Background: an optimization exercise with open tools, aiming at small area. Do not read the settings as production practice. The RTL was checked by simulation tests, not by an equivalence proof against the original design. Power figures rest on the tool's default switching activity, not on a simulated workload.

### run.sh
#!/bin/bash
# synth_recipe.tcl (not shown) runs the flow's synth.tcl, then flattens the netlist and writes it again
# the make line also repeats each setting of config.mk as NAME=value (left out here)
make -C /OpenROAD-flow-scripts/flow DESIGN_CONFIG=/design/flow/config.mk WORK_HOME=/design/flow/orfs CLKGATE_MAP_FILE= SYNTH_SCRIPT=/design/flow/synth_recipe.tcl finish
### config.mk
export PLATFORM = sky130hd
export DESIGN_NAME = slpe_rx
export DESIGN_NICKNAME = slpe_rx
export VERILOG_FILES = /design/flow/design.v
export SDC_FILE = /design/flow/constraint.sdc
export NUM_CORES = 4
export LEC_CHECK = 0
export CAP_MARGIN = 20
export CORE_MARGIN = 2
export CORE_UTILIZATION = 40
export SLEW_MARGIN = 20
### constraint.sdc
create_clock -name core_clock -period 5.0 [get_ports {clk}]
set_input_delay 1.0000 -clock core_clock [delete_from_list [all_inputs] [get_ports {clk}]]
set_output_delay 1.0000 -clock core_clock [all_outputs]
set_load 0.01 [all_outputs]
### design.v
module slpe_rx #(
    parameter integer T_FIELD   = 100,   
    parameter integer MAX_RETRY = 5      
) (
    input  wire       clk,
    input  wire       rst,           
    input  wire       start,         
    input  wire       rx_valid,      
    input  wire [7:0] rx_data,
    output reg        busy,          
    output reg        tx_valid,      
    output reg  [7:0] tx_data,
    output reg        pl_valid,      
    output reg  [7:0] pl_data,
    output reg        pl_commit,     
    output reg        pl_discard,    
    output reg        done,          
    output reg        ok,            
    output reg  [2:0] retries        
);
    localparam [7:0] STX_B = 8'h02, ETX_B = 8'h03, ENQ_B = 8'h05,
                     ACK_B = 8'h06, NAK_B = 8'h15, EXT_B = 8'hFE;
    localparam [4:0] S_IDLE  = 5'd0,  S_POLL  = 5'd1,  S_ENQ   = 5'd2,
                     S_ACK   = 5'd3,  S_STX   = 5'd4,  S_LEN   = 5'd5,
                     S_CMD   = 5'd6,  S_EXTL  = 5'd7,  S_FNUM  = 5'd8,
                     S_DATA  = 5'd9,  S_ETX   = 5'd10, S_CS    = 5'd11,
                     S_ACK2  = 5'd12, S_NAK   = 5'd13, S_RETRY = 5'd14,
                     S_DONE  = 5'd15, S_ERROR = 5'd16, S_END   = 5'd17;
    reg  [4:0]  state;
    reg  [7:0]  last_byte;    
    reg  [7:0]  timer;        
    reg  [1:0]  idx;          
    reg         ext;          
    reg         div;          
    reg         mid;          
    reg  [23:0] extlen;
    reg  [15:0] frame_no;
    reg  [15:0] frame_cnt;
    reg  [10:0] remain;       
    reg  [7:0]  crc;
    reg  [7:0]  crc_next;
    integer     i;
    always @(*) begin
        crc_next = crc ^ rx_data;
        for (i = 0; i < 8; i = i + 1)
            crc_next = crc_next[7] ? ((crc_next << 1) ^ 8'h07) : (crc_next << 1);
    end
    wire        frame_state = (state == S_STX)  || (state == S_LEN)  ||
                              (state == S_CMD)  || (state == S_EXTL) ||
                              (state == S_FNUM) || (state == S_DATA) ||
                              (state == S_ETX)  || (state == S_CS);
    wire        timeout     = frame_state && !rx_valid && (timer == T_FIELD - 1);
    wire [23:0] extlen_full = {extlen[15:0], rx_data};
    wire [3:0]  retries_inc = {1'b0, retries} + 4'd1;
    always @(posedge clk) begin
        if (rst) begin
            state      <= S_IDLE;
            last_byte  <= 8'h00;
            timer      <= 8'h00;
            idx        <= 2'd0;
            ext        <= 1'b0;
            div        <= 1'b0;
            mid        <= 1'b0;
            extlen     <= 24'h0;
            frame_no   <= 16'h0;
            frame_cnt  <= 16'h0;
            remain     <= 11'h0;
            crc        <= 8'h00;
            busy       <= 1'b0;
            tx_valid   <= 1'b0;
            tx_data    <= 8'h00;
            pl_valid   <= 1'b0;
            pl_data    <= 8'h00;
            pl_commit  <= 1'b0;
            pl_discard <= 1'b0;
            done       <= 1'b0;
            ok         <= 1'b0;
            retries    <= 3'd0;
        end else begin
            tx_valid   <= 1'b0;
            tx_data    <= 8'h00;
            pl_valid   <= 1'b0;
            pl_data    <= 8'h00;
            pl_commit  <= 1'b0;
            pl_discard <= 1'b0;
            done       <= 1'b0;
            if (frame_state) begin
                if (rx_valid)
                    timer <= 8'h00;
                else
                    timer <= timer + 8'h01;
            end
            case (state)
            S_IDLE: begin
                if (start) begin
                    busy    <= 1'b1;
                    ok      <= 1'b0;
                    retries <= 3'd0;
                    mid     <= 1'b0;
                    state   <= S_POLL;
                end
            end
            S_POLL: begin
                if (rx_valid) begin
                    last_byte <= rx_data;
                    state     <= S_ENQ;
                end
            end
            S_ENQ: begin
                if (rx_valid)
                    last_byte <= rx_data;
                else if (last_byte == ENQ_B)
                    state <= S_ACK;
                else if (last_byte == NAK_B)
                    state <= S_POLL;
                else
                    state <= S_RETRY;
            end
            S_ACK: begin
                tx_valid <= 1'b1;
                tx_data  <= ACK_B;
                timer    <= 8'h00;
                ext      <= 1'b0;
                div      <= 1'b0;
                state    <= S_STX;
            end
            S_STX: begin
                if (timeout)
                    state <= S_ERROR;
                else if (rx_valid) begin
                    crc <= 8'h00;
                    if (rx_data == STX_B)
                        state <= S_LEN;
                    else
                        state <= S_NAK;
                end
            end
            S_LEN: begin
                if (timeout)
                    state <= S_ERROR;
                else if (rx_valid) begin
                    crc <= crc_next;
                    idx <= 2'd0;
                    if (rx_data == EXT_B) begin
                        ext   <= 1'b1;
                        state <= S_CMD;
                    end else if (rx_data >= 8'd5 && rx_data <= 8'd253) begin
                        ext    <= 1'b0;
                        remain <= {3'b000, rx_data} - 11'd5;
                        state  <= S_CMD;
                    end else
                        state <= S_NAK;
                end
            end
            S_CMD: begin
                if (timeout)
                    state <= S_ERROR;
                else if (rx_valid) begin
                    crc <= crc_next;
                    if (!mid) begin
                        pl_valid <= 1'b1;
                        pl_data  <= rx_data;
                    end
                    if (idx == 2'd2) begin
                        idx <= 2'd0;
                        if (ext)
                            state <= S_EXTL;
                        else if (remain == 11'd0)
                            state <= S_ETX;
                        else
                            state <= S_DATA;
                    end else
                        idx <= idx + 2'd1;
                end
            end
            S_EXTL: begin
                if (timeout)
                    state <= S_ERROR;
                else if (rx_valid) begin
                    crc    <= crc_next;
                    extlen <= extlen_full;
                    if (idx == 2'd2) begin
                        idx <= 2'd0;
                        if (mid || extlen_full > 24'd1032) begin
                            div <= 1'b1;
                            if (extlen_full < 24'd12 || extlen_full > 24'd1036)
                                state <= S_NAK;
                            else begin
                                remain <= extlen_full[10:0] - 11'd12;
                                state  <= S_FNUM;
                            end
                        end else begin
                            div <= 1'b0;
                            if (extlen_full < 24'd5)
                                state <= S_NAK;
                            else begin
                                remain <= extlen_full[10:0] - 11'd5;
                                if (extlen_full == 24'd5)
                                    state <= S_ETX;
                                else
                                    state <= S_DATA;
                            end
                        end
                    end else
                        idx <= idx + 2'd1;
                end
            end
            S_FNUM: begin
                if (timeout)
                    state <= S_ERROR;
                else if (rx_valid) begin
                    crc <= crc_next;
                    case (idx)
                    2'd0: frame_no[15:8]  <= rx_data;
                    2'd1: frame_no[7:0]   <= rx_data;
                    2'd2: frame_cnt[15:8] <= rx_data;
                    default: frame_cnt[7:0] <= rx_data;
                    endcase
                    if (idx == 2'd3) begin
                        idx <= 2'd0;
                        if (remain == 11'd0)
                            state <= S_ETX;
                        else
                            state <= S_DATA;
                    end else
                        idx <= idx + 2'd1;
                end
            end
            S_DATA: begin
                if (timeout)
                    state <= S_ERROR;
                else if (rx_valid) begin
                    crc      <= crc_next;
                    pl_valid <= 1'b1;
                    pl_data  <= rx_data;
                    remain   <= remain - 11'd1;
                    if (remain == 11'd1)
                        state <= S_ETX;
                end
            end
            S_ETX: begin
                if (timeout)
                    state <= S_ERROR;
                else if (rx_valid) begin
                    crc <= crc_next;
                    if (rx_data == ETX_B)
                        state <= S_CS;
                    else
                        state <= S_NAK;
                end
            end
            S_CS: begin
                if (timeout)
                    state <= S_NAK;
                else if (rx_valid) begin
                    if (rx_data == crc)
                        state <= S_ACK2;
                    else
                        state <= S_NAK;
                end
            end
            S_ACK2: begin
                tx_valid  <= 1'b1;
                tx_data   <= ACK_B;
                pl_commit <= 1'b1;
                state     <= S_DONE;
            end
            S_DONE: begin
                if (div && ({1'b0, frame_no} + 17'd1 != {1'b0, frame_cnt})) begin
                    mid   <= 1'b1;
                    state <= S_POLL;
                end else begin
                    ok    <= 1'b1;
                    state <= S_END;
                end
            end
            S_NAK: begin
                tx_valid   <= 1'b1;
                tx_data    <= NAK_B;
                pl_discard <= 1'b1;
                state      <= S_RETRY;
            end
            S_RETRY: begin
                retries <= retries_inc[2:0];
                if (retries_inc < MAX_RETRY)
                    state <= S_POLL;
                else
                    state <= S_ERROR;
            end
            S_ERROR: begin
                pl_discard <= 1'b1;
                ok         <= 1'b0;
                state      <= S_END;
            end
            S_END: begin
                busy  <= 1'b0;
                done  <= 1'b1;
                state <= S_IDLE;
            end
            default: state <= S_IDLE;
            endcase
        end
    end
endmodule
==> summary.txt <==
## stage by stage
stage                     util, %  power [W]  instances
after CTS                   47.03   0.003155       1094
after global routing        47.03   0.003305       1094
after floorplan                 -   0.001710        859
final                       47.03   0.003152       1094
after global placement      43.52   0.001950       1062
after detailed placement    43.52   0.001947       1062
## synth_stat cells, types with 16 or more instances
library cell,count,area share [%]
nor3_1,20,1.5
xor2_1,16,2.1
ha_1,22,4.1
a31oi_1,19,1.8
nor2_1,92,5.1
mux2i_1,27,4.0
xnor2_1,28,3.6
o21ai_0,28,2.1
nor4_1,17,1.6
dfxtp_1,114,34
nand2_1,81,4.5
nand3_1,61,4.5
clkbuf_1,51,2.8
a21oi_1,69,5.1
## report_power, final
part	switching, W	internal, W
logic	0.000561	0.000334
registers	0.0000782	0.000976
clock network	0.000436	0.000767
total	0.00108	0.00208
## state kept, by name (all words and copies together), names as in the netlist, 2 cells and up
name       count
extlen        16
frame_cnt     16
frame_no      16
remain        11
crc            8
last_byte      8
pl_data        8
timer          8
state          5
retries        3
tx_data        3
idx            2
## routing by layer
| layer | vias to the layer above | GRT usage (%) |
|---|---|---|
| met4 | 0 | 11.17 |
| met1 | 3061 | 30.45 |
| met5 | - | 0 |
| met2 | 209 | 33.93 |
| met3 | 44 | 4.573 |
| li1 | 3112 | - |
## layout by cell type, fill, tap and decap left out, types with 6 or more instances in the layout
cell type | Yosys | layout
dfxtp_1 | 114 | 114
nor2_1 | 92 | 92
nand2_1 | 81 | 81
a21oi_1 | 69 | 69
nand3_1 | 61 | 61
clkdlybuf4s50_1 | 0 | 32
xnor2_1 | 28 | 28
o21ai_0 | 28 | 28
mux2i_1 | 27 | 27
ha_1 | 22 | 22
nor3_1 | 20 | 20
a31oi_1 | 19 | 19
nor4_1 | 17 | 17
clkbuf_16 | 0 | 17
xor2_1 | 16 | 16
inv_1 | 15 | 15
buf_4 | 6 | 14
and2_1 | 11 | 11
nand2b_1 | 11 | 11
a211oi_1 | 9 | 9
a22oi_1 | 9 | 9
and4_1 | 8 | 8
and3_1 | 8 | 8
or2_2 | 8 | 8
a311oi_1 | 8 | 8
nand4_1 | 7 | 7
nand4b_1 | 6 | 6
## how the worst max path moves through the flow
stage,from,end,slack [ps],cells after the start
final,rx_data[1],remain[5],1460,9
after global routing,rx_data[1],remain[6],1220,9
after CTS,rx_data[1],remain[5],1500,9
after detailed placement,rx_data[1],remain[5],1030,9
after global placement,rx_data[1],remain[2],1090,9
after floorplan,rx_data[0],remain[0],1770,10
## cells by family (layout without fill, tap and decap cells)
group / Yosys count / after routing / synth area share [%]
compound gates: 205 / 205 / 20.11
buf+inv: 80 / 95 / 4.971
fa+ha+maj: 22 / 22 / 4.066
xor+xnor: 45 / 45 / 6.043
other cells: 1 / 4 / 0.05539
simple gates: 362 / 362 / 27.06
mux: 27 / 27 / 3.992
flops: 114 / 114 / 33.71
## worst max-delay path, stage by stage
cell and delay (ps):
clkdlybuf4s50_1 520, inv_1 130, ha_1 210, a21boi_0 330, o32ai_2 220, a21oi_1 740
nor2_1 160, a221o_1 350, a32o_1 190
## final cells by class
type / instances / area [sq um]
multi-input cells: 665 / 4169
fillers: 1675 / 8785
flip-flops and latches: 114 / 2282
clock inverters: 10 / 107.6
clock buffers: 22 / 474.2
well taps: 220 / 275.3
inverters: 16 / 60.06
repair buffers: 47 / 430.4
==> key figures <==
Timing
  • Fin crit share: 70.75%
  • Worst Setup Slack, final: between 1000 and 1500 ps
  • RSZ-0062 raised after global routing: false
  • Minimum clock period: between 3000 and 4000 ps
  • Max_slew headroom: 38.09%
  • Max-slew violations: 0
  • Setup Viol. Count Final: 0
  • Final hold violations: 0
  • Worst Max-Slew Pin Slew: 920.2 ps
  • Clk_skew: 7.648 ps
  • Fmax: between 200 and 300 MHz
  • Setup TNS: 0 ps
  • Hold Worst Slack: 460.3 ps

Drt
  • DR vias/cell: just under 6
  • Wire length on met3: 1031 um
  • Post-route antenna net violation count: 0
  • Met2 wire len: 8783 um
  • Drt total wl: 19670 um
  • DR iter-0 viols: 598
  • Met1 WL: a little over 9000 um
  • Top Metal Used: met4
  • Mean routed wirelength per cell: 17.98 um
  • First-pass DRT Iterations: 8
  • DRC viols: 0
  • Vias: 6426

Clock tree
  • H-tree levels: 4
  • Clk slew on worst S/H paths: roughly 60 ps
  • Hold buffers post-CTS: 0
  • Postcts setup bufs: 0
  • Clk buf depth: 2
  • Post-CTS resize count: 0
  • CTS tree: yes
  • CTS sink count: ~110
  • Number of buffers created by CTS: 17
  • Clock Latency Late Sink: between 400 and 500 ps
  • CTS Root Cell: clkbuf_16

Worst setup path
  • Worst r2r dst: remain[5]
  • Critical Path RT: 5320 ps
  • Critical path class: in -> reg
  • Worst-path maximum fanout: 12
  • RR Startpoint: state[2]
  • Worst Reg-to-Reg Cells: 6
  • CP endpoint kind: register
  • Worst setup SP type: primary input
  • Worst Path Arrival: approximately 3900 ps
  • FF-to-FF setup slack: about 1800 ps

Job
  • Maxcap violations: 0

Synthesis
  • Syn Inst Count: 856
  • Synth Area per Inst: 7.909 sq um
  • Synth Warn #: 1
  • Synth async-reset ratio: 0%
  • Sequential element share of the synthesized area: approximately a third
  • Netlist cell types: 78
  • Commonest register cell after synthesis: dfxtp_1
  • Cell area after synthesis: 6770 sq um
  • Seq cells post-synth: 114
  • Post-synth EDFFs: 0

Layout
  • Design area: 7799 sq um
  • Share of cells above drive strength 1: ~7.6%
  • Final nets: 895
  • Antenna cells: 0
  • Layout area overhead: 15.19%

Min path
  • Hold depth: 2
  • Hold-critical path endpoint: frame_cnt[5]
  • Hold Path Class: reg -> reg
  • Worst hold start: frame_cnt[5]

Floorplan
  • Area of the die: 17980 sq um
  • Core Area: 16580 sq um
  • Die H: 134.1 um
  • Initial core utilization: 40.83%
  • Cell Rows: 47
  • Io pins: 38
  • Die width: 134.1 um

Pwr
  • Max VDD drop: 0.2351 mV
  • Total leakage power: 2.866 nW
  • PD cells: just over 400 nW/um^2

Global routing
  • Gr usage total: 22.43%
  • Largest net degree at the start of global routing: 65
  • Vias in the first global route: 5915
  • Initial antenna violation count: 0
  • First-pass GRT wire length: between 30000 and 40000 um
  • GRT overflow: 0

Placement
  • GPL Wtd Cong: 0.9377
  • Dpl cell area: 7217 sq um
  • HPWL after DPL: 13950 um
  • Port bufs: 33
  • Pre-CTS setup slack: 1030 ps

Run status
  • Outcome: finished clean

static timing again, ports no longer ideal:
No port has a modelled driver above. Below, the same layout with a new extraction and two added sets of constraints. Step 1 assumes that a clkbuf_16 drives the clock port and a buf_2 every other input. Step 2 times the ports against the registers' clock, not the clock port: input delays grow and output delays shrink by t, the midpoint of the rising clock arrivals with the driver on. Slacks: ideal / step 1 / step 2; pairs: ideal / step 1.
t, ns: 0.467
slack for setup (ns): 1.462 / 1.487 / 1.020
worst setup path after step 2: input to register
After both steps this run still meets setup and hold. The setup slack of this run moves by +0.025 ns with the drivers and by -0.442 ns with both steps.
